This is an optimization exercise on Yosys and OpenROAD, whose aim is small area, not a production implementation.
Function was checked by simulation only, so behaviour that the tests miss may differ from the original.

File: flow/standard.sh
#!/bin/bash
# synth_recipe.tcl (not shown) runs the flow's synth.tcl, then flattens the netlist and writes it again
# the make line also repeats each setting of config.mk as NAME=value (left out here)
make -C /OpenROAD-flow-scripts/flow DESIGN_CONFIG=/design/flow/config.mk WORK_HOME=/design/flow/orfs CLKGATE_MAP_FILE= SYNTH_SCRIPT=/design/flow/synth_recipe.tcl "${@:-finish}"
File: flow/config.mk
export PLATFORM = sky130hd
export DESIGN_NAME = noc_router
export DESIGN_NICKNAME = noc_router
export VERILOG_FILES = /design/flow/design.v
export SDC_FILE = /design/flow/constraint.sdc
export NUM_CORES = 4
export LEC_CHECK = 0
export CAP_MARGIN = 20
export CORE_MARGIN = 2
export CORE_UTILIZATION = 65
export GPL_TIMING_DRIVEN = 0
export PLACE_DENSITY = 0.75
export SLEW_MARGIN = 20
File: flow/constraint.sdc
create_clock -name core_clock -period 100.0 [get_ports {clk}]
set_input_delay 20.0000 -clock core_clock [delete_from_list [all_inputs] [get_ports {clk}]]
set_output_delay 20.0000 -clock core_clock [all_outputs]
set_load 0.01 [all_outputs]
File: flow/flow/run.sh
#!/bin/bash
# Own layout flow: the standard synthesis, then the combinational logic of
# its netlist is mapped again with an area-oriented ABC script (flip-flops
# are kept as they are, same cells and names), then the standard layout.
# Each tool's output goes to a log file of its own in this folder.
set -euo pipefail
HERE=$(pwd)
RES=$HERE/orfs/results/$FLOW_PLATFORM/noc_router/base
LIB=$FLOW_HOME/platforms/$FLOW_PLATFORM/lib/sky130_fd_sc_hd__tt_025C_1v80.lib

bash standard.sh synth > synth_standard.log 2>&1
cp $RES/1_2_yosys.v $HERE/netlist_standard.v

# flip-flop cell types stay black boxes: ABC only sees the logic between them
FFS=$(grep -o 'sky130_fd_sc_hd__[a-z]*df[a-z0-9_]*' $HERE/netlist_standard.v | sort -u | tr '\n' ' ')
DU=$(grep -o 'dont_use [^ ]*' $HERE/orfs/logs/$FLOW_PLATFORM/noc_router/base/1_2_yosys.log | sort -u | sed 's/^/-/' | tr '\n' ' ')

# one area-oriented ABC run per seed of its AIG optimisation; the smallest
# mapped netlist is kept
remap() {
  local S=$1
  sed "s/@SEED@/$S/" $HERE/flow/abc_area_deep.script > $HERE/abc_s$S.script
  cat > $HERE/reabc_s$S.ys <<YS
read_liberty -ignore_miss_func $LIB
read_verilog $HERE/netlist_standard.v
hierarchy -top $FLOW_TOP
blackbox $FFS
flatten
opt_clean -purge
abc -liberty $LIB $DU -script $HERE/abc_s$S.script
read_liberty -lib -overwrite $LIB
opt_clean -purge
splitnets
opt_clean -purge
hilomap -singleton -hicell sky130_fd_sc_hd__conb_1 HI -locell sky130_fd_sc_hd__conb_1 LO
insbuf -buf sky130_fd_sc_hd__buf_4 A X
check -assert -mapped
tee -o $HERE/reabc_stat_s$S.txt stat -liberty $LIB
write_verilog -noattr -nohex -nodec $HERE/netlist_reabc_s$S.v
YS
  yosys -s $HERE/reabc_s$S.ys > $HERE/reabc_s$S.log 2>&1 || true
}
SEEDS="0 1 3 4 5 7 8 9"
set -- $SEEDS
while [ $# -gt 0 ]; do
  for k in 1 2 3 4; do
    [ $# -gt 0 ] || break
    remap $1 &
    shift
  done
  wait
done
best=""; bestarea=""
for S in $SEEDS; do
  [ -f $HERE/reabc_stat_s$S.txt ] && [ -f $HERE/netlist_reabc_s$S.v ] || continue
  a=$(grep "Chip area" $HERE/reabc_stat_s$S.txt | awk '{print $NF}')
  echo "seed $S area $a" >> $HERE/reabc_choice.txt
  if [ -z "$best" ] || awk "BEGIN{exit !($a < $bestarea)}"; then best=$S; bestarea=$a; fi
done
echo "chosen seed $best area $bestarea" >> $HERE/reabc_choice.txt
cp $HERE/netlist_reabc_s$best.v $RES/1_2_yosys.v
touch $RES/1_2_yosys.v

# the standard layout, with smaller port buffers (one buf_1 on every port)
# and a clock tree of smaller buffers without dummy loads
export BUFFER_PORTS_ARGS="-buffer_cell sky130_fd_sc_hd__buf_1"
export CTS_ARGS="-sink_clustering_enable -repair_clock_nets -dont_use_dummy_load -buf_list {sky130_fd_sc_hd__clkbuf_8} -sink_clustering_size 16 -sink_clustering_max_diameter 60"
bash standard.sh > layout.log 2>&1
File: flow/design.v
module noc_router (
    input  wire         clk,
    input  wire         rst,              
    input  wire [7:0]   cfg_mesh_size,    
    input  wire [13:0]  cfg_cur_addr,     
    input  wire [3:0]   cfg_conn,         
    input  wire [7:0]   cfg_route,        
    input  wire [4:0]   in_valid,         
    input  wire [159:0] in_flit,          
    input  wire [3:0]   credit_in,        
    input  wire         end_req,          
    output reg  [4:0]   out_valid,        
    output reg  [31:0]  out_flit,         
    output reg  [4:0]   credit_out,       
    output reg  [15:0]  overflow_count,   
    output reg          halted
);
    localparam [2:0] DIR_L = 3'd4, IDLE = 3'd7;
    function [6:0] mod_m;
        input [13:0] a;
        input [7:0]  m;
        reg   [7:0]  p, d;
        reg   [6:0]  r;
        reg          b;
        integer      k, j, w;
        begin
            r = 7'd0;
            for (k = 13; k >= 0; k = k - 1) begin
                w = (14 - k < 8) ? 14 - k : 8;      
                p = {r, a[k]};
                b = 1'b0;
                for (j = 0; j < 8; j = j + 1) begin
                    if (j < w) begin
                        d[j] = p[j] ^ m[j] ^ b;
                        b = (~p[j] & m[j]) | (~p[j] & b) | (m[j] & b);
                    end else begin
                        d[j] = 1'b0;
                        b = b | m[j];
                    end
                end
                for (j = 0; j < 7; j = j + 1)
                    r[j] = (j < w) ? (b ? p[j] : d[j]) : 1'b0;
            end
            mod_m = r;
        end
    endfunction
    function lt15;
        input [14:0] a;
        input [14:0] b;
        integer      j;
        begin
            lt15 = 1'b0;
            for (j = 0; j < 15; j = j + 1)
                lt15 = (~a[j] & b[j]) | (~a[j] & lt15) | (b[j] & lt15);
        end
    endfunction
    function lt7;
        input [6:0] a;
        input [6:0] b;
        integer     j;
        begin
            lt7 = 1'b0;
            for (j = 0; j < 7; j = j + 1)
                lt7 = (~a[j] & b[j]) | (~a[j] & lt7) | (b[j] & lt7);
        end
    endfunction
    reg [31:0] slot [0:14];      
    reg [1:0]  rd    [0:4];      
    reg [1:0]  count [0:4];      
    reg [2:0]  req   [0:4];      
    reg [1:0]  credit [0:3];     
    reg [6:0]  cur_x;            
    reg        rst_q;            
    wire [13:0] row_lo  = cfg_cur_addr - {7'd0, cur_x};           
    wire [14:0] row_hi  = {1'b0, row_lo} + {7'd0, cfg_mesh_size};  
    wire pref_ne = cfg_route[0], pref_nw = cfg_route[1];
    wire pref_en = cfg_route[2], pref_es = cfg_route[3];
    wire pref_wn = cfg_route[4], pref_ws = cfg_route[5];
    wire pref_se = cfg_route[6], pref_sw = cfg_route[7];
    reg [4:0]  fd_oh [0:4];      
    reg [4:0]  is_header;
    reg [4:0]  is_tail;
    reg [31:0] front [0:4];
    wire [6:0] unit0_x;
    integer i;
    genvar g;
    generate
        for (g = 0; g < 5; g = g + 1) begin : route
            always @* begin
                case (rd[g])
                    2'd1:    front[g] = slot[3*g+1];
                    2'd2:    front[g] = slot[3*g+2];
                    default: front[g] = slot[3*g];
                endcase
            end
            wire [13:0] dest  = front[g][28:15];
            wire [6:0]  dst_x;
            if (g == 0) begin : shared
                assign dst_x   = mod_m(rst_q ? cfg_cur_addr : dest, cfg_mesh_size);
                assign unit0_x = dst_x;
            end else begin : plain
                assign dst_x   = mod_m(dest, cfg_mesh_size);
            end
            wire n = lt15({1'b0, dest}, {1'b0, row_lo});
            wire s = !lt15({1'b0, dest}, row_hi);
            wire e = lt7(cur_x, dst_x);
            wire w = lt7(dst_x, cur_x);
            wire go_n = (n && !e && !w) || (n && e && pref_ne) || (n && w && pref_nw);
            wire go_e = (e && !n && !s) || (e && n && pref_en) || (e && s && pref_es);
            wire go_w = (w && !n && !s) || (w && n && pref_wn) || (w && s && pref_ws);
            wire go_s = (s && !e && !w) || (s && e && pref_se) || (s && w && pref_sw);
            always @* begin
                is_header[g] = (front[g][31:29] == 3'b001);
                is_tail[g]   = (front[g][31:29] == 3'b100);
                fd_oh[g][0]  = go_n;
                fd_oh[g][1]  = !go_n && go_e;
                fd_oh[g][2]  = !go_n && !go_e && go_w;
                fd_oh[g][3]  = !go_n && !go_e && !go_w && go_s;
                fd_oh[g][4]  = !go_n && !go_e && !go_w && !go_s;
            end
        end
    endgenerate
    reg [4:0] req_oh [0:4];      
    reg [4:0] r_oh;
    reg [4:0] taken;             
    reg [4:0] okdir;             
    reg [4:0] sendable;          
    reg [4:0] req_set;           
    reg [4:0] req_clr;           
    reg [4:0] pop;
    reg       done;
    reg       ok;
    always @* begin
        for (i = 0; i < 5; i = i + 1) begin
            req_oh[i] = 5'd0;
            if (req[i] != IDLE) req_oh[i][req[i]] = 1'b1;
        end
        okdir    = {1'b1, cfg_conn};
        sendable = {1'b1, credit[3] != 2'd0, credit[2] != 2'd0,
                    credit[1] != 2'd0, credit[0] != 2'd0};
    end
    always @* begin
        taken      = req_oh[0] | req_oh[1] | req_oh[2] | req_oh[3] | req_oh[4];
        pop        = 5'd0;
        done       = 1'b0;
        out_valid  = 5'd0;
        credit_out = 5'd0;
        req_set    = 5'd0;
        req_clr    = 5'd0;
        if (!halted) begin
            for (i = 0; i < 5; i = i + 1) begin
                if (!done && count[i] != 2'd0) begin
                    r_oh = req_oh[i];
                    ok   = is_header[i] && req[i] == IDLE &&
                           (fd_oh[i] & okdir & ~taken) != 5'd0;
                    if (ok) begin
                        taken      = taken | fd_oh[i];
                        req_set[i] = 1'b1;
                        r_oh       = fd_oh[i];
                    end
                    if ((r_oh & sendable) != 5'd0) begin
                        done          = 1'b1;
                        pop[i]        = 1'b1;
                        out_valid     = r_oh;
                        credit_out[i] = 1'b1;
                        req_clr[i]    = is_tail[i];
                    end
                end
            end
        end
    end
    always @* begin
        out_flit = 32'd0;
        for (i = 0; i < 5; i = i + 1)
            if (pop[i]) out_flit = out_flit | front[i];
    end
    reg [4:0] full;
    reg [2:0] drops;
    reg [1:0] wp [0:4];
    reg [2:0] fd_enc [0:4];
    always @* begin
        drops = 3'd0;
        for (i = 0; i < 5; i = i + 1) begin
            full[i] = (count[i] == 2'd3) && !pop[i];
            if (in_valid[i] && full[i])
                drops = drops + 3'd1;
            case (count[i])
                2'd0:    wp[i] = rd[i];
                2'd1:    wp[i] = (rd[i] == 2'd2) ? 2'd0 : rd[i] + 2'd1;
                2'd2:    wp[i] = (rd[i] == 2'd0) ? 2'd2 : rd[i] - 2'd1;
                default: wp[i] = rd[i];
            endcase
            fd_enc[i] = {fd_oh[i][4], fd_oh[i][3] | fd_oh[i][2],
                         fd_oh[i][3] | fd_oh[i][1]};
        end
    end
    always @(posedge clk) begin
        if (rst) begin
            overflow_count <= 16'd0;
            halted         <= 1'b0;
            for (i = 0; i < 5; i = i + 1) begin
                count[i] <= 2'd0;
                rd[i]    <= 2'd0;
                req[i]   <= IDLE;
            end
            for (i = 0; i < 4; i = i + 1)
                credit[i] <= 2'd3;
        end else if (!halted) begin
            overflow_count <= overflow_count + {13'd0, drops};
            halted         <= end_req;
            for (i = 0; i < 4; i = i + 1) begin
                if (out_valid[i] && !credit_in[i])
                    credit[i] <= credit[i] - 2'd1;
                else if (!out_valid[i] && credit_in[i] && credit[i] != 2'd3)
                    credit[i] <= credit[i] + 2'd1;
            end
            for (i = 0; i < 5; i = i + 1) begin
                if (req_clr[i])
                    req[i] <= IDLE;
                else if (req_set[i])
                    req[i] <= fd_enc[i];
                if (pop[i])
                    rd[i] <= (rd[i] == 2'd2) ? 2'd0 : rd[i] + 2'd1;
                if (in_valid[i] && !full[i])
                    count[i] <= count[i] - {1'b0, pop[i]} + 2'd1;
                else
                    count[i] <= count[i] - {1'b0, pop[i]};
            end
        end
    end
    always @(posedge clk) begin
        rst_q <= rst;
        if (rst_q)
            cur_x <= unit0_x;
    end
    always @(posedge clk) begin
        if (!rst && !halted) begin
            for (i = 0; i < 5; i = i + 1) begin
                if (in_valid[i] && !full[i]) begin
                    case (wp[i])
                        2'd1:    slot[3*i+1] <= in_flit[32*i +: 32];
                        2'd2:    slot[3*i+2] <= in_flit[32*i +: 32];
                        default: slot[3*i]   <= in_flit[32*i +: 32];
                    endcase
                end
            end
        end
    end
endmodule
File: flow/flow/abc_area_deep.script
strash
&get -n
&st
&deepsyn -T 20 -S @SEED@
&dch -f
&nf -R 1000 -p -F 16 -A 16 -C 32
&put
topo
==> results of run 1 <==
-- path summary, 6_finish.rpt --
kind | end | cells past startpoint
setup / recovery | out_flit[31] | 178
hold / removal | overflow_count[12] | 1
setup reg to reg | overflow_count[15] | 188
hold reg to reg | overflow_count[12] | 1
-- through the flow --
| step | instance area, sq um | hold slack [ns] |
|---|---|---|
| after floorplan | 35700 | 0.452 |
| after global routing | 39700 | 0.537 |
| after detailed placement | 39100 | 0.486 |
| after CTS | 39700 | 0.506 |
| after global placement | 37600 | 0.473 |
| final | 39700 | 0.504 |
-- layer usage --
metal	wire (microns)	up-vias	GRT usage (%)
li1	-	15400	-
met1	41600	15300	47.9
met2	50100	1616	61.1
met3	11100	320	7.90
met4	6290	20	20.3
met5	130	-	0
-- worst max-delay path, delay by kind of cell --
family | cells | cell delay [ns]
compound gates | 70 | 18.03
simple gates | 80 | 14.05
xor+xnor | 12 | 2.34
fa+ha+maj | 8 | 2.21
buf+inv | 7 | 1.38
mux | 1 | 0.16
-- state kept, by name, summed over array words and instances, names as in the netlist --
register and cells:
slot 480, overflow_count 16, req 15, count 10, rd 10, credit 8
cur_x 7, halted 1, rst_q 1
-- final cells by class --
| cell class | instances | share of cell area, % |
|---|---|---|
| Antenna cell | 13 | 0.0819 |
| Buffer | 58 | 1.10 |
| Clock buffer | 43 | 1.49 |
| Inverter | 80 | 0.759 |
| Multi-Input combinational cell | 3182 | 48.8 |
| Sequential cell | 548 | 39.9 |
| Tap cell | 696 | 2.19 |
| Timing Repair Buffer | 374 | 5.75 |
-- layout by cell type (no fill, tap or decap), drive strengths merged, types with 25 or more instances in the layout --
cell type / count
a21o: 31
a21oi: 272
a221oi: 37
a222oi: 93
a22oi: 68
a31oi: 25
and2: 47
and3: 30
buf: 427
clkbuf: 44
clkinv: 80
dfxtp: 61
edfxtp: 487
maj3: 81
nand2: 472
nand2b: 57
nand3: 92
nand3b: 53
nor2: 528
nor2b: 71
nor3: 82
nor3b: 104
o21ai: 262
o221ai: 48
o22ai: 73
xnor2: 264
xor2: 163
==> Implementation_results.wiki, run 1 <==
{| class="wikitable"
! Metric !! Value
|-
| Status || complete, no violations
|-
| Largest fanout of any net on the critical path || 29
|-
| Number of buffers inserted for hold repair after clock tree synthesis || 0
|-
| Portion of the clock cycle consumed by the worst path in the final layout || 78.3%
|-
| Sort of element at the start of the critical path || input pin
|-
| Final estimated routing congestion in global placement || 0.995
|-
| CP peak stage delay || 0.94 ns
|-
| Hold Violations, Final || 0
|-
| Setup Viol. Count Final || 0
|-
| Sinks on Clock Net || 548
|-
| Non-filler instance count after layout || 4994
|-
| CTS tree || built
|-
| Mean Syn Cell Area || 9.23 sq um
|-
| Clk_skew || 0.0877 ns
|-
| Placement Setup Slack || 22.70 ns
|-
| Effective utilization at floorplan || 66.1%
|-
| Worst-Skew Late Latency || 0.66 ns
|-
| Total area of multi-input combinational cells || 19400 sq um
|-
| Cells after DPL || 4935
|-
| Crit path arrival time || 58.31 ns
|-
| Crit-path most repeated cell || sky130_fd_sc_hd__nor2_1
|-
| Synth Instances || 3868
|-
| Number of synthesis warnings || 11
|-
| Critical-path cell with the highest stage delay || sky130_fd_sc_hd__nor2_2
|-
| Final Slew Violations || 0
|-
| Crit. Startpoint || cfg_mesh_size[6]
|-
| Critical setup path kind || in -> out
|-
| Routed WL || 109000 microns
|-
| Routed len/inst || 21.9 microns
|-
| Data required, critical path || 80.00 ns
|-
| Sum Neg Setup Slack || 0 ns
|-
| Fraction of layout cells with a size suffix above 1 || 6.32%
|-
| Overall die height || 238 microns
|-
| CORE AREA || 54000 sq um
|-
| Clock period minus worst slack || 78.31 ns
|-
| Clock tree root buffer cell || sky130_fd_sc_hd__clkbuf_8
|-
| Vias per Instance || 6.52
|-
| Total nets after synthesis || 4074
|-
| Number of buffers on the longest clock path || 3
|-
| Wire length of the first global-routing pass || 166000 microns
|-
| Total number of H-tree levels || 2
|-
| Smallest setup slack after layout || 21.69 ns
|-
| Area of the die || 56800 sq um
|-
| Violation count after the first detailed-routing iteration || 3769
|-
| Clock buffers created by TritonCTS || 43
|-
| Aggregate global routing overflow || 0
|-
| Maximum Capacitance Violations || 0
|-
| Worst hold path startpoint || overflow_count[12]
|-
| Worst rel slew slack || 19.4%
|-
| Number of ports placed on the die boundary || 265
|-
| Number of fill cells || 4085
|-
| Top achievable clock speed || 12.8 MHz
|-
| Hold WC Path Type || reg -> reg
|-
| Number of routed nets with antenna violations || 0
|-
| Post-CTS repair timing setup buffer count || 0
|-
| Register area || 15800 sq um
|-
| Endpoint kind of the worst setup timing path || primary output
|-
| Final cell utilization of the core || 73.5%
|-
| Largest net degree at the start of global routing || 56
|-
| Number of optimization iterations in the first detailed-route pass || 9
|-
| Transition time at the pin with the least slew margin || 1.21 ns
|-
| Die X-Extent || 238 microns
|-
| Reg2Reg Launch Point || rd[0][0]
|-
| Count of standard-cell rows || 85
|-
| Total routing usage reported by global routing || 37.8%
|-
| Area added between synthesis and finish || 11.3%
|-
| Vias in the first global route || 29.8k
|-
| Initial antenna violation count || 22
|-
| CTS-repair resized insts || 0
|-
| Final HPWL from detailed placement || 81800 microns
|-
| Final net count || 4493
|-
| Worst reg2reg setup slack || 61.04 ns
|-
| Port Buffer Count || 264
|-
| Mapped Area || 35700 sq um
|-
| Clock transition at path regs || 0.08 ns
|-
| Residual DRC || 0
|-
| Setup repair after global routing missed its margin || false
|-
| Total vias in the final route || 32.6k
|}
==> run 2: changes to the inputs <==
--- a/flow/flow/run.sh
+++ b/flow/flow/run.sh
@@ -27,4 +27,5 @@
 blackbox $FFS
 flatten
+rename -hide w:*.*
 opt_clean -purge
 abc -liberty $LIB $DU -script $HERE/abc_s$S.script
@@ -34,5 +35,5 @@
 opt_clean -purge
 hilomap -singleton -hicell sky130_fd_sc_hd__conb_1 HI -locell sky130_fd_sc_hd__conb_1 LO
-insbuf -buf sky130_fd_sc_hd__buf_4 A X
+insbuf -buf sky130_fd_sc_hd__buf_1 A X
 check -assert -mapped
 tee -o $HERE/reabc_stat_s$S.txt stat -liberty $LIB
@@ -66,3 +67,4 @@
 export BUFFER_PORTS_ARGS="-buffer_cell sky130_fd_sc_hd__buf_1"
 export CTS_ARGS="-sink_clustering_enable -repair_clock_nets -dont_use_dummy_load -buf_list {sky130_fd_sc_hd__clkbuf_8} -sink_clustering_size 16 -sink_clustering_max_diameter 60"
+export RECOVER_POWER=100
 bash standard.sh > layout.log 2>&1
==> run 2 against run 1 <==
Effect of this change:
- now fails the layout checks on max-capacitance violations, max-slew violations
- hold slack got worse by 0.020 ns
- wire length grew 3.0%
- area after synthesis down 0.55%
- sequential share of layout area grew 1.1 points
- non-clock buffer count is 108 lower
- critical path type unchanged
- critical endpoint is now out_flit[3]
- highest routed layer unchanged
==> Implementation_results.wiki, run 2 <==
{| class="wikitable"
! Metric !! Value
|-
| Final HPWL from detailed placement || 83800 microns (was 81800 microns)
|-
| Total vias in the final route || 32.5k (was 32.6k)
|-
| Vias per Instance || 6.63 (was 6.52)
|-
| Worst hold path startpoint || overflow_count[2] (was overflow_count[12])
|-
| Tightest hold margin || 0.483 ns (was 0.504 ns)
|-
| Number of buffers inserted for hold repair after clock tree synthesis || 0 (unchanged)
|-
| Area after detailed placement || 38500 sq um (was 39100 sq um)
|-
| Critical-path cell with the highest stage delay || sky130_fd_sc_hd__nor2_1 (was sky130_fd_sc_hd__nor2_2)
|-
| Number of buffers on the longest clock path || 3 (unchanged)
|-
| Number of ports placed on the die boundary || 265 (unchanged)
|-
| Transition time at the pin with the least slew margin || 1.92 ns (was 1.21 ns)
|-
| Clock transition at path regs || 0.09 ns (was 0.08 ns)
|-
| Worst-Skew Late Latency || 0.68 ns (was 0.66 ns)
|-
| Worst rel slew slack || -27.8% (was 19.4%)
|-
| Critical setup path kind || in -> out (unchanged)
|-
| Total nets after synthesis || 4040 (was 4074)
|-
| Status || finished with violations (was complete, no violations)
|-
| CTS tree || built (unchanged)
|-
| Mean Syn Cell Area || 9.26 sq um (was 9.23 sq um)
|-
| Setup Viol. Count Final || 0 (unchanged)
|-
| Count of standard-cell rows || 85 (unchanged)
|-
| Crit-path most repeated cell || sky130_fd_sc_hd__nor2_1 (unchanged)
|-
| Port Buffer Count || 264 (unchanged)
|-
| Number of routed nets with antenna violations || 0 (unchanged)
|-
| Cell count of the worst hold path || 1 (unchanged)
|-
| Largest net degree at the start of global routing || 61 (was 56)
|-
| Wire length of the first global-routing pass || 168000 microns (was 166000 microns)
|-
| Total routing usage reported by global routing || 38.9% (was 37.8%)
|-
| Final cell utilization of the core || 71.8% (was 73.5%)
|-
| Clock tree root buffer cell || sky130_fd_sc_hd__clkbuf_8 (unchanged)
|-
| Violation count after the first detailed-routing iteration || 3278 (was 3769)
|-
| Commonest cells after routing, fill and taps aside || sky130_fd_sc_hd__nor2_1, sky130_fd_sc_hd__edfxtp_1, sky130_fd_sc_hd__nand2_1, sky130_fd_sc_hd__a21oi_1, sky130_fd_sc_hd__buf_1 (was sky130_fd_sc_hd__nor2_1, sky130_fd_sc_hd__edfxtp_1, sky130_fd_sc_hd__nand2_1, sky130_fd_sc_hd__a21oi_1, sky130_fd_sc_hd__xnor2_1)
|-
| Hold WC Path Type || reg -> reg (unchanged)
|-
| Sort of element at the start of the critical path || input pin (unchanged)
|-
| Synth Instances || 3834 (was 3868)
|-
| Setup repair after global routing missed its margin || false (unchanged)
|-
| Post-Layout Inst Area || 38700 sq um (was 39700 sq um)
|-
| CP peak stage delay || 1.28 ns (was 0.94 ns)
|-
| Number of synthesis warnings || 11 (unchanged)
|-
| Final net count || 4405 (was 4493)
|-
| Effective utilization at floorplan || 65.9% (was 66.1%)
|-
| Layout check fault list || max-capacitance violations, max-slew violations
|-
| Die X-Extent || 238 microns (about the same)
|-
| Portion of the clock cycle consumed by the worst path in the final layout || 80.9% (was 78.3%)
|-
| Fraction of layout cells with a size suffix above 1 || 2.74% (was 6.32%)
|-
| Post-CTS repair timing setup buffer count || 0 (unchanged)
|-
| Routed len/inst || 22.9 microns (was 21.9 microns)
|-
| Aggregate global routing overflow || 0 (unchanged)
|-
| Final Slew Violations || 231 (was 0)
|-
| Initial antenna violation count || 21 (was 22)
|-
| Sum Neg Setup Slack || 0 ns (unchanged)
|-
| Mapped Area || 35500 sq um (was 35700 sq um)
|-
| Crit path arrival time || 60.92 ns (was 58.31 ns)
|-
| Number of fill cells || 4141 (was 4085)
|-
| Hold Violations, Final || 0 (unchanged)
|-
| Largest regs || slot x480, overflow_count x16, req x15 (unchanged)
|-
| CTS-repair resized insts || 0 (unchanged)
|-
| Clock buffers created by TritonCTS || 43 (unchanged)
|-
| CORE AREA || 53900 sq um (was 54000 sq um)
|-
| Data required, critical path || 80.00 ns (about the same)
|-
| Crit. Startpoint || cfg_mesh_size[6] (unchanged)
|-
| Clock period minus worst slack || 80.92 ns (was 78.31 ns)
|-
| Overall die height || 238 microns (about the same)
|-
| Register area || 15800 sq um (about the same)
|-
| Clk_skew || 0.149 ns (was 0.0877 ns)
|-
| Maximum Capacitance Violations || 13 (was 0)
|-
| Sinks on Clock Net || 548 (unchanged)
|-
| Total number of H-tree levels || 2 (unchanged)
|-
| Reg2Reg Depth || 184 (was 188)
|-
| Max reg flops || 480 (unchanged)
|-
| Area of the die || 56500 sq um (was 56800 sq um)
|-
| Residual DRC || 0 (unchanged)
|-
| Top achievable clock speed || 12.4 MHz (was 12.8 MHz)
|-
| Number of optimization iterations in the first detailed-route pass || 6 (was 9)
|-
| Vias in the first global route || 29.6k (was 29.8k)
|-
| Total area of multi-input combinational cells || 19500 sq um (was 19400 sq um)
|-
| Routed WL || 113000 microns (was 109000 microns)
|-
| Commonest non-fill, non-tap cell in the layout || sky130_fd_sc_hd__nor2_1 (unchanged)
|-
| Reg2Reg Launch Point || rd[1][1] (was rd[0][0])
|-
| Area added between synthesis and finish || 8.99% (was 11.3%)
|-
| Largest fanout of any net on the critical path || 26 (was 29)
|-
| Final estimated routing congestion in global placement || 0.987 (was 0.995)
|-
| Register ranked first by flip-flop count || slot (unchanged)
|-
| Endpoint kind of the worst setup timing path || primary output (unchanged)
|}
==> run 2: critical path: cells and delay by family <==
kind,cells,cell delay (ns)
adders and majority gates,11,4.36
buffers and inverters,5,1.54
xor gates and xnor gates,14,3.15
AOI/OAI and AO/OA,65,14.14
and+or+nand+nor,82,17.58
==> run 2: per-layer routing <==
metal	part of all wire [%]	up-vias	wire, microns	GRT usage (%)
met5	0.10	-	115	0
met4	7.4	16	8360	26.2
met3	9.9	355	11100	6.82
met2	45	1709	50900	62.5
met1	37	15300	42000	48.4
li1	-	15100	-	-
==> run 2: final timing paths <==
path	to	slack [ns]
setup / recovery	out_flit[3]	19.08
hold / removal	overflow_count[2]	0.48
setup reg to reg	overflow_count[15]	59.61
hold reg to reg	overflow_count[2]	0.48
==> run 2: final cells by class <==
class                      count  share of cell area [%]
sequential                   548                    40.9
inverter                      72                   0.705
tap                          696                    2.25
antenna                       15                  0.0970
multi-input combinational   3210                    50.4
timing repair buffer         320                    4.03
clock buffer                  43                    1.53
buffer                         4                  0.0388
==> run 2: metrics by stage <==
stage	worst slack, ns	instances
floorplan	30.21	3834
global placement	12.25	4794
detailed placement	20.84	4850
CTS	20.72	4893
global route	16.06	4902
finish	19.08	4908
==> run 3: changes to the inputs <==
--- a/flow/flow/run.sh
+++ b/flow/flow/run.sh
@@ -67,4 +67,3 @@
 export BUFFER_PORTS_ARGS="-buffer_cell sky130_fd_sc_hd__buf_1"
 export CTS_ARGS="-sink_clustering_enable -repair_clock_nets -dont_use_dummy_load -buf_list {sky130_fd_sc_hd__clkbuf_8} -sink_clustering_size 16 -sink_clustering_max_diameter 60"
-export RECOVER_POWER=100
 bash standard.sh > layout.log 2>&1
==> run 3 against run 2 <==
Effect of this change:
- count of clock-buffer cells in the layout is 1 higher
- register-to-register slack better by 1.6 ns
- global-route usage is 0.62 points lower
- highest routed layer unchanged
- final cell count increased by 0.67%
- synthesized cell count shrank 0.52%
- critical path depth is 1 higher
- cell area is 1.4% higher
- via count shrank 0.17%
- now clean on timing, DRC and antenna
==> Implementation_results.wiki, run 3 <==
{| class="wikitable"
! Metric !! Value
|-
| CORE AREA || 53700 sq um (was 53900 sq um)
|-
| Total nets after synthesis || 4020 (was 4040)
|-
| Cells after DPL || 4881 (was 4850)
|-
| Highest routing layer actually used || met5 (unchanged)
|-
| Portion of the clock cycle consumed by the worst path in the final layout || 77.9% (was 80.9%)
|-
| Total routing usage reported by global routing || 38.3% (was 38.9%)
|-
| Violation count after the first detailed-routing iteration || 3943 (was 3278)
|-
| Largest regs || slot x480, overflow_count x16, req x15 (unchanged)
|-
| Clock buffers created by TritonCTS || 44 (was 43)
|-
| Synth Instances || 3814 (was 3834)
|-
| Residual DRC || 0 (unchanged)
|-
| Largest fanout of any net on the critical path || 30 (was 26)
|-
| Final HPWL from detailed placement || 82000 microns (was 83800 microns)
|-
| Critical setup path kind || in -> out (unchanged)
|-
| Reg2Reg Launch Point || rd[0][0] (was rd[1][1])
|-
| Hold endpoint || overflow_count[14] (was overflow_count[2])
|-
| Effective utilization at floorplan || 65.7% (was 65.9%)
|-
| Area of the die || 56200 sq um (was 56500 sq um)
|-
| Capture instance of the worst register-to-register path || overflow_count[15] (unchanged)
|-
| Register ranked first by flip-flop count || slot (unchanged)
|-
| Commonest cells after routing, fill and taps aside || sky130_fd_sc_hd__nor2_1, sky130_fd_sc_hd__edfxtp_1, sky130_fd_sc_hd__nand2_1, sky130_fd_sc_hd__a21oi_1 (was sky130_fd_sc_hd__nor2_1, sky130_fd_sc_hd__edfxtp_1, sky130_fd_sc_hd__nand2_1, sky130_fd_sc_hd__a21oi_1, sky130_fd_sc_hd__buf_1)
|-
| Number of routed nets with antenna violations || 0 (unchanged)
|-
| Top achievable clock speed || 12.8 MHz (was 12.4 MHz)
|-
| Area added between synthesis and finish || 11.3% (was 8.99%)
|-
| Crit-path most repeated cell || sky130_fd_sc_hd__nor2_1 (unchanged)
|-
| Worst hold path startpoint || overflow_count[14] (was overflow_count[2])
|-
| Status || complete, no violations (was finished with violations)
|-
| Largest net degree at the start of global routing || 62 (was 61)
|-
| Clock period minus worst slack || 77.94 ns (was 80.92 ns)
|-
| Mapped Area || 35300 sq um (was 35500 sq um)
|-
| Clock tree root buffer cell || sky130_fd_sc_hd__clkbuf_8 (unchanged)
|-
| Overall die height || 237 microns (was 238 microns)
|-
| Number of ports placed on the die boundary || 265 (unchanged)
|-
| Mean Syn Cell Area || 9.25 sq um (was 9.26 sq um)
|-
| Commonest non-fill, non-tap cell in the layout || sky130_fd_sc_hd__nor2_1 (unchanged)
|-
| Worst path buffer plus inverter count || 7 (was 5)
|-
| Wire length of the first global-routing pass || 166000 microns (was 168000 microns)
|-
| Die X-Extent || 237 microns (was 238 microns)
|-
| Final Slew Violations || 0 (was 231)
|-
| Worst rel slew slack || 20.2% (was -27.8%)
|-
| Number of buffers inserted for hold repair after clock tree synthesis || 0 (unchanged)
|-
| Fraction of layout cells with a size suffix above 1 || 5.03% (was 2.74%)
|-
| Amount of wire on met3 after detailed routing || 10600 microns (was 11100 microns)
|-
| Crit path arrival time || 57.94 ns (was 60.92 ns)
|-
| Number of buffers on the longest clock path || 3 (unchanged)
|-
| Routed len/inst || 22.2 microns (was 22.9 microns)
|-
| Total vias in the final route || 32.5k (about the same)
|-
| Wire length on met1 || 42200 microns (was 42000 microns)
|-
| Number of optimization iterations in the first detailed-route pass || 9 (was 6)
|-
| Final estimated routing congestion in global placement || 1.00 (was 0.987)
|-
| Transition time at the pin with the least slew margin || 1.19 ns (was 1.92 ns)
|-
| Sinks on Clock Net || 548 (unchanged)
|-
| Initial antenna violation count || 22 (was 21)
|-
| Vias per Instance || 6.57 (was 6.63)
|-
| Total number of H-tree levels || 2 (unchanged)
|-
| Final net count || 4440 (was 4405)
|-
| Cell count of the worst hold path || 1 (unchanged)
|-
| Port Buffer Count || 264 (unchanged)
|-
| CTS tree || built (unchanged)
|-
| Largest delay contributor family on the critical path || compound AO/OA/AOI/OAI gates (was simple AND/OR/NAND/NOR gates)
|-
| Sum Neg Setup Slack || 0 ns (unchanged)
|-
| Setup Viol. Count Final || 0 (unchanged)
|-
| Post-CTS repair timing setup buffer count || 0 (unchanged)
|-
| Non-filler instance count after layout || 4941 (was 4908)
|-
| CTS-repair resized insts || 0 (unchanged)
|-
| Worst-Skew Late Latency || 0.68 ns (about the same)
|-
| CP peak stage delay || 0.93 ns (was 1.28 ns)
|-
| Reg2Reg Depth || 190 (was 184)
|-
| Number of fill cells || 4017 (was 4141)
|-
| Worst reg2reg setup slack || 61.17 ns (was 59.61 ns)
|-
| Number of synthesis warnings || 11 (unchanged)
|-
| Vias in the first global route || 29.4k (was 29.6k)
|-
| Data required, critical path || 80.00 ns (about the same)
|-
| Clock transition at path regs || 0.09 ns (about the same)
|-
| Met2 wire length || 50900 microns (about the same)
|-
| Aggregate global routing overflow || 0 (unchanged)
|-
| Clk_skew || 0.117 ns (was 0.149 ns)
|-
| Setup repair after global routing missed its margin || false (unchanged)
|-
| Hold WC Path Type || reg -> reg (unchanged)
|-
| Hold Violations, Final || 0 (unchanged)
|-
| Routed WL || 110000 microns (was 113000 microns)
|-
| Critical-path cell with the highest stage delay || sky130_fd_sc_hd__nor2_2 (was sky130_fd_sc_hd__nor2_1)
|-
| Max reg flops || 480 (unchanged)
|-
| Maximum Capacitance Violations || 0 (was 13)
|-
| Count of standard-cell rows || 85 (unchanged)
|-
| Endpoint kind of the worst setup timing path || primary output (unchanged)
|-
| Sort of element at the start of the critical path || input pin (unchanged)
|}
[run 3: metrics by stage]
stage / hold WS [ns] / util, % / instance area (sq um) / setup WS, ns
after floorplan: 0.472 / - / 35300 / 30.97
after global placement: 0.469 / 69.2 / 37200 / 12.93
after detailed placement: 0.479 / 71.9 / 38600 / 22.78
after CTS: 0.500 / 73.0 / 39200 / 22.66
after global routing: 0.515 / 73.1 / 39300 / 17.95
final: 0.506 / 73.1 / 39300 / 22.06
[run 3: how the worst max path moves through the flow]
stage                startpoint           end  slack [ns]  depth (start not counted)
3_3_place_gp   cfg_mesh_size[6]   out_flit[2]       12.93                        180
2_1_floorplan  cfg_mesh_size[6]  out_flit[31]       30.97                        174
3_5_place_dp   cfg_mesh_size[6]  out_flit[31]       22.78                        185
6_report       cfg_mesh_size[6]  out_flit[31]       22.06                        178
5_1_grt        cfg_mesh_size[6]  out_flit[31]       17.95                        177
4_1_cts        cfg_mesh_size[6]   out_flit[2]       22.66                        185
[run 3: final cells by class]
cell class              instances  area, sq um  area share (%)
flip-flops and latches        548        15800            40.4
repair buffers                374         2230            5.69
clock buffers                  44          606            1.54
plain buffers                   4         15.0          0.0382
diodes                         13         32.5          0.0829
inverters                      80          302           0.768
well taps                     696          871            2.22
multi-input cells            3182        19400            49.3
[run 3: worst register-to-register path: cells and delay by family (launching register included)]
kind            cells  cell delay (ns)
fa+ha+maj           8             2.23
simple gates       92            12.84
buf+inv             3             0.59
xor+xnor           14             3.11
flops               1             0.42
compound gates     73            19.51
[run 3: metal layers]
| metal | vias up | GRT usage (%) |
|---|---|---|
| li1 | 15300 | - |
| met1 | 15200 | 48.8 |
| met2 | 1645 | 62.7 |
| met3 | 325 | 7.32 |
| met4 | 22 | 19.4 |
| met5 | - | 0 |
==> run 4: changes to the inputs <==
--- a/flow/flow/run.sh
+++ b/flow/flow/run.sh
@@ -67,3 +67,4 @@
 export BUFFER_PORTS_ARGS="-buffer_cell sky130_fd_sc_hd__buf_1"
 export CTS_ARGS="-sink_clustering_enable -repair_clock_nets -dont_use_dummy_load -buf_list {sky130_fd_sc_hd__clkbuf_8} -sink_clustering_size 16 -sink_clustering_max_diameter 60"
+export RECOVER_POWER=100
 bash standard.sh > layout.log 2>&1
--- a/flow/config.mk
+++ b/flow/config.mk
@@ -6,8 +6,8 @@
 export NUM_CORES = 4
 export LEC_CHECK = 0
-export CAP_MARGIN = 20
+export CAP_MARGIN = 10
 export CORE_MARGIN = 2
 export CORE_UTILIZATION = 65
 export GPL_TIMING_DRIVEN = 0
 export PLACE_DENSITY = 0.75
-export SLEW_MARGIN = 20
+export SLEW_MARGIN = 10
==> run 4 against run 3 <==
Effect of this change:
- now fails the layout checks on max-capacitance violations, max-slew violations
- setup slack worse by 3.5 ns
- synthesized cell count up 0.52%
- critical path type unchanged
==> Implementation_results.wiki, run 4 <==
{| class="wikitable"
! Metric !! Value
|-
| Status || finished with violations (was complete, no violations)
|-
| Layout check fault list || max-capacitance violations, max-slew violations
|-
| Count of standard-cell rows || 85 (unchanged)
|-
| Routed WL || 113000 microns (was 110000 microns)
|-
| Number of buffers inserted for hold repair after clock tree synthesis || 0 (unchanged)
|-
| Worst rel slew slack || -39.7% (was 20.2%)
|-
| Worst path buffer plus inverter count || 5 (was 7)
|-
| Largest net degree at the start of global routing || 66 (was 62)
|-
| Area added between synthesis and finish || 8.68% (was 11.3%)
|-
| Worst hold path startpoint || overflow_count[2] (was overflow_count[14])
|-
| Number of buffers on the longest clock path || 3 (unchanged)
|-
| Total nets after synthesis || 4040 (was 4020)
|-
| CTS tree || built (unchanged)
|-
| Hold WC Path Type || reg -> reg (unchanged)
|-
| Largest fanout of any net on the critical path || 33 (was 30)
|-
| Clock transition at path regs || 0.10 ns (was 0.09 ns)
|-
| Sort of element at the start of the critical path || input pin (unchanged)
|-
| Largest regs || slot x480, overflow_count x16, req x15 (unchanged)
|-
| Critical-path cell with the highest stage delay || sky130_fd_sc_hd__clkinv_1 (was sky130_fd_sc_hd__nor2_2)
|-
| Vias in the first global route || 29.6k (was 29.4k)
|-
| Register ranked first by flip-flop count || slot (unchanged)
|-
| Initial antenna violation count || 18 (was 22)
|-
| Worst-Skew Late Latency || 0.64 ns (was 0.68 ns)
|-
| Tightest hold margin || 0.489 ns (was 0.506 ns)
|-
| Number of ports placed on the die boundary || 265 (unchanged)
|-
| Total vias in the final route || 32.5k (about the same)
|-
| Port Buffer Count || 264 (unchanged)
|-
| Vias per Instance || 6.64 (was 6.57)
|-
| Final HPWL from detailed placement || 83900 microns (was 82000 microns)
|-
| Clk_skew || 0.117 ns (about the same)
|-
| Clock tree root buffer cell || sky130_fd_sc_hd__clkbuf_8 (unchanged)
|-
| Total number of H-tree levels || 2 (unchanged)
|-
| Fraction of layout cells with a size suffix above 1 || 2.43% (was 5.03%)
|-
| Crit. Startpoint || cfg_mesh_size[5] (was cfg_mesh_size[6])
|-
| Sum Neg Setup Slack || 0 ns (unchanged)
|-
| Number of routed nets with antenna violations || 0 (unchanged)
|-
| Commonest non-fill, non-tap cell in the layout || sky130_fd_sc_hd__nor2_1 (unchanged)
|-
| Top achievable clock speed || 12.3 MHz (was 12.8 MHz)
|-
| Total routing usage reported by global routing || 39.0% (was 38.3%)
|-
| Number of optimization iterations in the first detailed-route pass || 7 (was 9)
|-
| Clock period minus worst slack || 81.43 ns (was 77.94 ns)
|-
| Transition time at the pin with the least slew margin || 2.10 ns (was 1.19 ns)
|-
| Routed len/inst || 23.0 microns (was 22.2 microns)
|-
| Area of the die || 56500 sq um (was 56200 sq um)
|-
| Portion of the clock cycle consumed by the worst path in the final layout || 81.4% (was 77.9%)
|-
| Endpoint kind of the worst setup timing path || primary output (unchanged)
|-
| Number of synthesis warnings || 11 (unchanged)
|-
| Number of fill cells || 4208 (was 4017)
|-
| Hold Violations, Final || 0 (unchanged)
|-
| Commonest cells after routing, fill and taps aside || sky130_fd_sc_hd__nor2_1, sky130_fd_sc_hd__edfxtp_1, sky130_fd_sc_hd__nand2_1, sky130_fd_sc_hd__a21oi_1, sky130_fd_sc_hd__buf_1 (was sky130_fd_sc_hd__nor2_1, sky130_fd_sc_hd__edfxtp_1, sky130_fd_sc_hd__nand2_1, sky130_fd_sc_hd__a21oi_1)
|-
| Violation count after the first detailed-routing iteration || 3580 (was 3943)
|-
| Wire length of the first global-routing pass || 169000 microns (was 166000 microns)
|-
| Effective utilization at floorplan || 65.9% (was 65.7%)
|-
| Crit-path most repeated cell || sky130_fd_sc_hd__nor2_1 (unchanged)
|-
| Clock buffers created by TritonCTS || 43 (was 44)
|-
| Overall die height || 238 microns (was 237 microns)
|-
| Final net count || 4400 (was 4440)
|-
| Residual DRC || 0 (unchanged)
|-
| Max reg flops || 480 (unchanged)
|-
| Data required, critical path || 80.00 ns (about the same)
|-
| CTS-repair resized insts || 0 (unchanged)
|-
| Critical setup path kind || in -> out (unchanged)
|-
| Die X-Extent || 238 microns (was 237 microns)
|-
| Final estimated routing congestion in global placement || 0.987 (was 1.00)
|-
| Synth Instances || 3834 (was 3814)
|-
| Sinks on Clock Net || 548 (unchanged)
|-
| Maximum Capacitance Violations || 12 (was 0)
|-
| Smallest setup slack after layout || 18.57 ns (was 22.06 ns)
|-
| Mean Syn Cell Area || 9.26 sq um (was 9.25 sq um)
|-
| Largest delay contributor family on the critical path || simple AND/OR/NAND/NOR gates (was compound AO/OA/AOI/OAI gates)
|-
| Crit path arrival time || 61.43 ns (was 57.94 ns)
|-
| Setup Viol. Count Final || 0 (unchanged)
|-
| CORE AREA || 53900 sq um (was 53700 sq um)
|-
| Placement Setup Slack || 20.72 ns (was 22.78 ns)
|-
| Setup repair after global routing missed its margin || false (unchanged)
|-
| Mapped Area || 35500 sq um (was 35300 sq um)
|-
| Final Slew Violations || 279 (was 0)
|-
| Aggregate global routing overflow || 0 (unchanged)
|-
| Post-CTS repair timing setup buffer count || 0 (unchanged)
|-
| CP peak stage delay || 1.49 ns (was 0.93 ns)
|-
| Reg2Reg Launch Point || rd[1][0] (was rd[0][0])
|}
==> run 4: cell count changes in the layout (fill, tap and decap cells not counted), sizes merged, moves of 30 or more <==
cell / change
buf: -79
nor2: -30
a21oi: +105
a22o: +57
nor3b: -36
maj3: +36
xor2: +38
a222oi: -60
==> run 4: metrics by stage <==
stage | utilization, % | area [sq um] | instances
after detailed placement | 71.1 | 38400 | 4844
after floorplan | - | 35500 | 3834
after global routing | 71.6 | 38600 | 4897
after CTS | 72.2 | 38900 | 4887
after global placement | 69.3 | 37400 | 4794
final | 71.6 | 38600 | 4902
==> run 4: routing by layer <==
metal	share of wire (%)	global-route usage [%]	vias to the layer above
met5	0.067	0	-
met4	7.1	24.8	12
met3	9.3	6.70	371
met2	46	63.5	1628
met1	38	48.5	15400
li1	-	-	15100
==> run 4: worst paths after layout <==
check	endpoint	slack [ns]	cells past startpoint
min reg2reg	overflow_count[2]	0.49	1
max	out_flit[2]	18.57	176
max reg2reg	overflow_count[15]	59.37	184
min	overflow_count[2]	0.49	1
==> run 4: area by class of cell <==
cell class / instances / area, sq um / share of cell area [%]
well taps: 696 / 871 / 2.26
diodes: 14 / 35.0 / 0.0908
flip-flops and latches: 548 / 15800 / 41.1
plain buffers: 4 / 15.0 / 0.0389
clock buffers: 43 / 592 / 1.53
repair buffers: 315 / 1500 / 3.87
inverters: 72 / 272 / 0.703
multi-input cells: 3210 / 19500 / 50.5
==> run 5: changes to the inputs <==
--- a/flow/flow/run.sh
+++ b/flow/flow/run.sh
@@ -27,5 +27,4 @@
 blackbox $FFS
 flatten
-rename -hide w:*.*
 opt_clean -purge
 abc -liberty $LIB $DU -script $HERE/abc_s$S.script
@@ -35,5 +34,5 @@
 opt_clean -purge
 hilomap -singleton -hicell sky130_fd_sc_hd__conb_1 HI -locell sky130_fd_sc_hd__conb_1 LO
-insbuf -buf sky130_fd_sc_hd__buf_1 A X
+insbuf -buf sky130_fd_sc_hd__buf_4 A X
 check -assert -mapped
 tee -o $HERE/reabc_stat_s$S.txt stat -liberty $LIB
@@ -66,5 +65,4 @@
 # and a clock tree of smaller buffers without dummy loads
 export BUFFER_PORTS_ARGS="-buffer_cell sky130_fd_sc_hd__buf_1"
-export CTS_ARGS="-sink_clustering_enable -repair_clock_nets -dont_use_dummy_load -buf_list {sky130_fd_sc_hd__clkbuf_8} -sink_clustering_size 16 -sink_clustering_max_diameter 60"
-export RECOVER_POWER=100
+export CTS_ARGS="-sink_clustering_enable -repair_clock_nets -dont_use_dummy_load -buf_list {sky130_fd_sc_hd__clkbuf_16} -sink_clustering_size 30 -sink_clustering_max_diameter 80"
 bash standard.sh > layout.log 2>&1
--- a/flow/config.mk
+++ b/flow/config.mk
@@ -6,8 +6,8 @@
 export NUM_CORES = 4
 export LEC_CHECK = 0
-export CAP_MARGIN = 10
+export CAP_MARGIN = 20
 export CORE_MARGIN = 2
 export CORE_UTILIZATION = 65
 export GPL_TIMING_DRIVEN = 0
 export PLACE_DENSITY = 0.75
-export SLEW_MARGIN = 10
+export SLEW_MARGIN = 20
==> run 5 against run 4 <==
Effect of this change:
- now clean on timing, DRC and antenna
- global-route usage decreased by 1.4 points
- utilization increased by 2.0 points
- final cell count increased by 1.5%
- critical path type unchanged
- critical endpoint is now out_flit[31]
- cell area increased by 3.1%
- largest cell class unchanged
==> Implementation_results.wiki, run 5 <==
{| class="wikitable"
! Metric !! Value
|-
| Vias in the first global route || 29.7k (was 29.6k)
|-
| Setup Viol. Count Final || 0 (unchanged)
|-
| Die X-Extent || 238 microns (about the same)
|-
| Hold endpoint || overflow_count[12] (was overflow_count[2])
|-
| Largest net degree at the start of global routing || 56 (was 66)
|-
| Clk_skew || 0.0688 ns (was 0.117 ns)
|-
| Clock transition at path regs || 0.10 ns (about the same)
|-
| Wire length on met1 || 41900 microns (was 42600 microns)
|-
| Total routing usage reported by global routing || 37.7% (was 39.0%)
|-
| Smallest setup slack after layout || 21.72 ns (was 18.57 ns)
|-
| Largest regs || slot x480, overflow_count x16, req x15 (unchanged)
|-
| Largest fanout of any net on the critical path || 29 (was 33)
|-
| Crit path arrival time || 58.28 ns (was 61.43 ns)
|-
| Transition time at the pin with the least slew margin || 1.21 ns (was 2.10 ns)
|-
| Final estimated routing congestion in global placement || 0.995 (was 0.987)
|-
| Status || complete, no violations (was finished with violations)
|-
| Portion of the clock cycle consumed by the worst path in the final layout || 78.3% (was 81.4%)
|-
| Largest delay contributor family on the critical path || compound AO/OA/AOI/OAI gates (was simple AND/OR/NAND/NOR gates)
|-
| Cell count of the worst hold path || 1 (unchanged)
|-
| Top achievable clock speed || 12.8 MHz (was 12.3 MHz)
|-
| Worst hold path startpoint || overflow_count[12] (was overflow_count[2])
|-
| Number of optimization iterations in the first detailed-route pass || 8 (was 7)
|-
| Total number of H-tree levels || 1 (was 2)
|-
| Overall die height || 238 microns (about the same)
|-
| Commonest cells after routing, fill and taps aside || sky130_fd_sc_hd__nor2_1, sky130_fd_sc_hd__edfxtp_1, sky130_fd_sc_hd__nand2_1, sky130_fd_sc_hd__a21oi_1, sky130_fd_sc_hd__xnor2_1 (was sky130_fd_sc_hd__nor2_1, sky130_fd_sc_hd__edfxtp_1, sky130_fd_sc_hd__nand2_1, sky130_fd_sc_hd__a21oi_1, sky130_fd_sc_hd__buf_1)
|-
| CORE AREA || 54000 sq um (was 53900 sq um)
|-
| Commonest non-fill, non-tap cell in the layout || sky130_fd_sc_hd__nor2_1 (unchanged)
|-
| Non-filler instance count after layout || 4977 (was 4902)
|-
| Violation count after the first detailed-routing iteration || 3960 (was 3580)
|-
| Critical setup path kind || in -> out (unchanged)
|-
| Effective utilization at floorplan || 66.1% (was 65.9%)
|-
| Maximum Capacitance Violations || 0 (was 12)
|-
| Highest routing layer actually used || met5 (unchanged)
|-
| Register ranked first by flip-flop count || slot (unchanged)
|-
| Tightest hold margin || 0.507 ns (was 0.489 ns)
|-
| Hold Violations, Final || 0 (unchanged)
|-
| Number of buffers inserted for hold repair after clock tree synthesis || 0 (unchanged)
|-
| Synth Instances || 3868 (was 3834)
|-
| Clock tree root buffer cell || sky130_fd_sc_hd__clkbuf_16 (was sky130_fd_sc_hd__clkbuf_8)
|-
| Total vias in the final route || 32.5k (about the same)
|-
| Worst path buffer plus inverter count || 6 (was 5)
|-
| Worst reg2reg setup slack || 61.00 ns (was 59.37 ns)
|-
| Reg2Reg Depth || 188 (was 184)
|-
| Hold WC Path Type || reg -> reg (unchanged)
|-
| Number of buffers on the longest clock path || 3 (unchanged)
|-
| Routed WL || 109000 microns (was 113000 microns)
|-
| Reg2Reg Launch Point || rd[0][0] (was rd[1][0])
|-
| Number of routed nets with antenna violations || 0 (unchanged)
|-
| Worst rel slew slack || 19.0% (was -39.7%)
|-
| CTS-repair resized insts || 0 (unchanged)
|-
| CTS tree || built (unchanged)
|-
| Post-CTS repair timing setup buffer count || 0 (unchanged)
|-
| Number of ports placed on the die boundary || 265 (unchanged)
|-
| Final HPWL from detailed placement || 81800 microns (was 83900 microns)
|-
| Amount of wire on met3 after detailed routing || 10800 microns (was 10500 microns)
|-
| Final Slew Violations || 0 (was 279)
|-
| Area of the die || 56800 sq um (was 56500 sq um)
|-
| CP peak stage delay || 1.00 ns (was 1.49 ns)
|-
| Sinks on Clock Net || 548 (unchanged)
|-
| Final net count || 4475 (was 4400)
|-
| Number of synthesis warnings || 11 (unchanged)
|-
| Clock buffers created by TritonCTS || 25 (was 43)
|-
| Critical-path cell with the highest stage delay || sky130_fd_sc_hd__nor2_2 (was sky130_fd_sc_hd__clkinv_1)
|-
| Initial antenna violation count || 23 (was 18)
|-
| Data required, critical path || 80.00 ns (about the same)
|-
| Routed len/inst || 21.9 microns (was 23.0 microns)
|-
| Setup repair after global routing missed its margin || false (unchanged)
|-
| Mapped Area || 35700 sq um (was 35500 sq um)
|-
| Capture instance of the worst register-to-register path || overflow_count[15] (unchanged)
|-
| Area added between synthesis and finish || 11.4% (was 8.68%)
|-
| Vias per Instance || 6.52 (was 6.64)
|-
| Clock period minus worst slack || 78.28 ns (was 81.43 ns)
|-
| Port Buffer Count || 264 (unchanged)
|-
| Max reg flops || 480 (unchanged)
|-
| Total nets after synthesis || 4074 (was 4040)
|-
| Number of fill cells || 4066 (was 4208)
|-
| Mean Syn Cell Area || 9.23 sq um (was 9.26 sq um)
|-
| Met2 wire length || 50000 microns (was 51700 microns)
|-
| Count of standard-cell rows || 85 (unchanged)
|-
| Endpoint kind of the worst setup timing path || primary output (unchanged)
|-
| Sum Neg Setup Slack || 0 ns (unchanged)
|-
| Placement Setup Slack || 22.70 ns (was 20.72 ns)
|-
| Wire length of the first global-routing pass || 166000 microns (was 169000 microns)
|-
| Fraction of layout cells with a size suffix above 1 || 5.95% (was 2.43%)
|-
| Sort of element at the start of the critical path || input pin (unchanged)
|-
| Residual DRC || 0 (unchanged)
|-
| Crit-path most repeated cell || sky130_fd_sc_hd__nor2_1 (unchanged)
|-
| Aggregate global routing overflow || 0 (unchanged)
|-
| Worst-Skew Late Latency || 0.60 ns (was 0.64 ns)
|-
| Cells after DPL || 4935 (was 4844)
|}
-- run 5: layer usage --
layer / vias up / global-route usage, %
met4: 20 / 19.8
met5: - / 0
met3: 307 / 7.52
met2: 1632 / 61.3
met1: 15200 / 47.8
li1: 15300 / -
-- run 5: how the worst max path moves through the flow --
stage | startpoint | end | slack (ns) | cells after the start
4_1_cts | cfg_mesh_size[6] | out_flit[12] | 22.58 | 183
2_1_floorplan | cfg_mesh_size[6] | out_flit[31] | 30.91 | 175
5_1_grt | cfg_mesh_size[6] | out_flit[31] | 18.28 | 178
3_3_place_gp | cfg_mesh_size[5] | out_flit[3] | 13.29 | 180
6_report | cfg_mesh_size[6] | out_flit[31] | 21.72 | 178
3_5_place_dp | cfg_mesh_size[6] | out_flit[12] | 22.70 | 184
-- run 5: per-stage QoR --
step | area (sq um) | util [%]
final | 39800 | 73.6
after global routing | 39800 | 73.6
after CTS | 39700 | 73.5
after detailed placement | 39100 | 72.3
after global placement | 37600 | 69.5
after floorplan | 35700 | -
-- run 5: cell type report --
type | count | area (sq um) | area share (%)
sequential | 548 | 15800 | 39.8
timing repair buffer | 374 | 2280 | 5.74
tap | 696 | 871 | 2.19
inverter | 80 | 302 | 0.758
clock buffer | 25 | 626 | 1.57
buffer | 58 | 435 | 1.09
antenna | 14 | 35.0 | 0.0881
multi-input combinational | 3182 | 19400 | 48.7
-- run 5: worst register-to-register path: cells and delay by family (launching register included) --
family,cells,cell delay (ns)
AO/OA/AOI/OAI,75,19.07
AND/OR/NAND/NOR,89,13.41
XOR/XNOR,13,2.97
adder cells (fa/ha/maj),8,2.37
buffers and inverters,3,0.70
flip-flops,1,0.43
==> run 6: changes to the inputs <==
--- a/flow/flow/run.sh
+++ b/flow/flow/run.sh
@@ -27,4 +27,5 @@
 blackbox $FFS
 flatten
+rename -hide w:*.*
 opt_clean -purge
 abc -liberty $LIB $DU -script $HERE/abc_s$S.script
@@ -34,5 +35,5 @@
 opt_clean -purge
 hilomap -singleton -hicell sky130_fd_sc_hd__conb_1 HI -locell sky130_fd_sc_hd__conb_1 LO
-insbuf -buf sky130_fd_sc_hd__buf_4 A X
+insbuf -buf sky130_fd_sc_hd__buf_1 A X
 check -assert -mapped
 tee -o $HERE/reabc_stat_s$S.txt stat -liberty $LIB
@@ -65,4 +66,6 @@
 # and a clock tree of smaller buffers without dummy loads
 export BUFFER_PORTS_ARGS="-buffer_cell sky130_fd_sc_hd__buf_1"
-export CTS_ARGS="-sink_clustering_enable -repair_clock_nets -dont_use_dummy_load -buf_list {sky130_fd_sc_hd__clkbuf_16} -sink_clustering_size 30 -sink_clustering_max_diameter 80"
+export CTS_ARGS="-sink_clustering_enable -repair_clock_nets -dont_use_dummy_load -buf_list {sky130_fd_sc_hd__clkbuf_8} -sink_clustering_size 16 -sink_clustering_max_diameter 60"
+export RECOVER_POWER=100
+export POST_GLOBAL_ROUTE_TCL=$HERE/flow/post_grt.tcl
 bash standard.sh > layout.log 2>&1
==> flow/flow/post_grt.tcl (new file) <==
# After the power recovery (which downsizes gates off the critical paths),
# repair max slew and capacitance again with global-route parasitics.
log_cmd estimate_parasitics -global_routing
repair_design_helper
log_cmd global_route -start_incremental
log_cmd detailed_placement
log_cmd global_route -end_incremental -congestion_report_file $::env(REPORTS_DIR)/congestion_post_final_repair.rpt
log_cmd estimate_parasitics -global_routing
write_guides $::env(RESULTS_DIR)/route.guide
==> run 6 against run 5 <==
Effect of this change:
- area after synthesis shrank 1.2%
- die area shrank 1.2%
- register-to-register slack gained 0.04 ns
- cell area shrank 1.9%
- non-clock buffer count shrank 41
- critical path type unchanged
- critical endpoint unchanged
- highest routed layer unchanged
==> Implementation_results.wiki, run 6 <==
{| class="wikitable"
! Metric !! Value
|-
| Largest delay contributor family on the critical path || compound AO/OA/AOI/OAI gates (unchanged)
|-
| Overall die height || 237 microns (was 238 microns)
|-
| Maximum Capacitance Violations || 0 (unchanged)
|-
| Worst rel slew slack || 18.7% (was 19.0%)
|-
| Number of buffers inserted for hold repair after clock tree synthesis || 0 (unchanged)
|-
| Count of standard-cell rows || 85 (unchanged)
|-
| Wire length of the first global-routing pass || 166000 microns (about the same)
|-
| CTS tree || built (unchanged)
|-
| Total vias in the final route || 32.5k (about the same)
|-
| Status || complete, no violations (unchanged)
|-
| Smallest setup slack after layout || 21.43 ns (was 21.72 ns)
|-
| CORE AREA || 53700 sq um (was 54000 sq um)
|-
| Portion of the clock cycle consumed by the worst path in the final layout || 78.6% (was 78.3%)
|-
| Area after detailed placement || 38600 sq um (was 39100 sq um)
|-
| Hold WC Path Type || reg -> reg (unchanged)
|-
| Violation count after the first detailed-routing iteration || 3883 (was 3960)
|-
| Vias per Instance || 6.56 (was 6.52)
|-
| Vias in the first global route || 29.4k (was 29.7k)
|-
| Fraction of layout cells with a size suffix above 1 || 5.06% (was 5.95%)
|-
| Post-CTS repair timing setup buffer count || 0 (unchanged)
|-
| Total nets after synthesis || 4020 (was 4074)
|-
| Endpoint kind of the worst setup timing path || primary output (unchanged)
|-
| Clk_skew || 0.118 ns (was 0.0688 ns)
|-
| Total routing usage reported by global routing || 38.3% (was 37.7%)
|-
| CTS-repair resized insts || 0 (unchanged)
|-
| Number of ports placed on the die boundary || 265 (unchanged)
|-
| Placement Setup Slack || 22.78 ns (was 22.70 ns)
|-
| Routed WL || 110000 microns (was 109000 microns)
|-
| Sort of element at the start of the critical path || input pin (unchanged)
|-
| Data required, critical path || 80.00 ns (about the same)
|-
| Aggregate global routing overflow || 0 (unchanged)
|-
| Area of the die || 56200 sq um (was 56800 sq um)
|-
| Post-Layout Inst Area || 39000 sq um (was 39800 sq um)
|-
| Number of routed nets with antenna violations || 0 (unchanged)
|-
| Die X-Extent || 237 microns (was 238 microns)
|-
| Largest fanout of any net on the critical path || 30 (was 29)
|-
| Final net count || 4453 (was 4475)
|-
| Sum Neg Setup Slack || 0 ns (unchanged)
|-
| Setup Viol. Count Final || 0 (unchanged)
|-
| Mapped Area || 35300 sq um (was 35700 sq um)
|-
| Clock transition at path regs || 0.09 ns (was 0.10 ns)
|-
| Synth Instances || 3814 (was 3868)
|-
| Final cell utilization of the core || 72.6% (was 73.6%)
|-
| Max reg flops || 480 (unchanged)
|-
| Sinks on Clock Net || 548 (unchanged)
|-
| Port Buffer Count || 264 (unchanged)
|-
| Register ranked first by flip-flop count || slot (unchanged)
|-
| Crit-path most repeated cell || sky130_fd_sc_hd__nor2_1 (unchanged)
|-
| Clock period minus worst slack || 78.57 ns (was 78.28 ns)
|-
| Number of synthesis warnings || 11 (unchanged)
|-
| Largest net degree at the start of global routing || 62 (was 56)
|-
| Total number of H-tree levels || 2 (was 1)
|-
| Final HPWL from detailed placement || 82000 microns (was 81800 microns)
|-
| Non-filler instance count after layout || 4956 (was 4977)
|-
| Worst-Skew Late Latency || 0.68 ns (was 0.60 ns)
|-
| Commonest non-fill, non-tap cell in the layout || sky130_fd_sc_hd__nor2_1 (unchanged)
|-
| Area added between synthesis and finish || 10.5% (was 11.4%)
|-
| Mean Syn Cell Area || 9.25 sq um (was 9.23 sq um)
|-
| Clock buffers created by TritonCTS || 44 (was 25)
|-
| Initial antenna violation count || 22 (was 23)
|-
| Top achievable clock speed || 12.7 MHz (was 12.8 MHz)
|-
| Final estimated routing congestion in global placement || 1.00 (was 0.995)
|-
| Transition time at the pin with the least slew margin || 1.22 ns (was 1.21 ns)
|-
| Crit path arrival time || 58.57 ns (was 58.28 ns)
|-
| Hold Violations, Final || 0 (unchanged)
|-
| Commonest cells after routing, fill and taps aside || sky130_fd_sc_hd__nor2_1, sky130_fd_sc_hd__edfxtp_1, sky130_fd_sc_hd__nand2_1, sky130_fd_sc_hd__a21oi_1 (was sky130_fd_sc_hd__nor2_1, sky130_fd_sc_hd__edfxtp_1, sky130_fd_sc_hd__nand2_1, sky130_fd_sc_hd__a21oi_1, sky130_fd_sc_hd__xnor2_1)
|-
| Residual DRC || 0 (unchanged)
|-
| Number of optimization iterations in the first detailed-route pass || 9 (was 8)
|-
| Critical setup path kind || in -> out (unchanged)
|-
| Number of fill cells || 4066 (unchanged)
|-
| Critical-path cell with the highest stage delay || sky130_fd_sc_hd__nor2_2 (unchanged)
|-
| Largest regs || slot x480, overflow_count x16, req x15 (unchanged)
|-
| Number of buffers on the longest clock path || 3 (unchanged)
|-
| Cells after DPL || 4881 (was 4935)
|-
| Routed len/inst || 22.2 microns (was 21.9 microns)
|-
| Effective utilization at floorplan || 65.7% (was 66.1%)
|-
| Worst path buffer plus inverter count || 6 (unchanged)
|-
| CP peak stage delay || 0.91 ns (was 1.00 ns)
|-
| Clock tree root buffer cell || sky130_fd_sc_hd__clkbuf_8 (was sky130_fd_sc_hd__clkbuf_16)
|-
| Final Slew Violations || 0 (unchanged)
|}
-- run 6: worst register-to-register path: cells and delay by family, from the launching register on --
kind / cells / cell delay [ns]
AOI/OAI and AO/OA: 73 / 19.57
xor gates and xnor gates: 14 / 3.11
adders and majority gates: 8 / 2.24
buffers and inverters: 3 / 0.58
DFF: 1 / 0.42
and+or+nand+nor: 92 / 12.91
-- run 6: metal layers --
metal  GRT usage [%]  wire length, microns  share of wire, %  vias to the layer above
met5               0                   136              0.12                        -
met4            19.4                  5970               5.4                       20
met3            7.32                 10800               9.9                      329
met2            62.7                 51100                47                     1680
met1            48.8                 41800                38                    15200
li1                -                     -                 -                    15300
-- run 6: cell type report --
class / instances / area (sq um) / area share, %
multi-input cells: 3182 / 19300 / 49.4
plain buffers: 4 / 15.0 / 0.0385
diodes: 15 / 37.5 / 0.0962
repair buffers: 387 / 2060 / 5.29
well taps: 696 / 871 / 2.23
clock buffers: 44 / 606 / 1.55
inverters: 80 / 302 / 0.773
flip-flops and latches: 548 / 15800 / 40.6
-- run 6: metrics by stage --
step                      hold WS (ns)
final                            0.507
after CTS                        0.500
after detailed placement         0.479
after global placement           0.469
after floorplan                  0.472
-- run 6: final timing paths --
path              slack, ns  cells after the start                 end               start
setup / recovery      21.43                    177        out_flit[31]    cfg_mesh_size[6]
hold reg to reg        0.51                      1  overflow_count[14]  overflow_count[14]
hold / removal         0.51                      1  overflow_count[14]  overflow_count[14]
setup reg to reg      61.04                    190  overflow_count[15]            rd[0][0]

## separate check: timing with driven ports
In the flow no input, the clock included, has a driving cell. The finished layouts below were timed again as built, in two steps.
Step 1: set_driving_cell puts a clkbuf_16 on clk and a buf_2 on each other input, an assumption about the parent block.
Step 2 moves the port delays by t, midway between the first and last clock arrival at a register: inputs arrive t later, outputs are due t later. That takes back most of the time a late clock gives input paths.
Three values: ideal ports, drivers, drivers and shift; two values: the first two.
| run | t (ns) | slack for setup (ns) | hold slack, ns | cell pins on the clock port's net |
|---|---|---|---|---|
| run 1 | 0.681 | 21.694 / 21.672 / 21.672 | 0.504 / 0.504 / 0.504 | 1 |
| run 2 | 0.655 | 19.078 / 19.059 / 19.059 | 0.483 / 0.483 / 0.483 | 1 |
| run 3 | 0.679 | 22.064 / 22.044 / 22.044 | 0.506 / 0.506 / 0.506 | 1 |
| run 4 | 0.640 | 18.566 / 18.529 / 18.529 | 0.489 / 0.489 / 0.489 | 1 |
| run 5 | 0.627 | 21.724 / 21.703 / 21.703 | 0.507 / 0.507 / 0.507 | 1 |
| run 6 | 0.677 | 21.434 / 21.413 / 21.414 | 0.507 / 0.507 / 0.507 | 1 |
The setup slack of run 4, which loses most, moves by -0.037 ns with the drivers and by -0.037 ns with both steps.
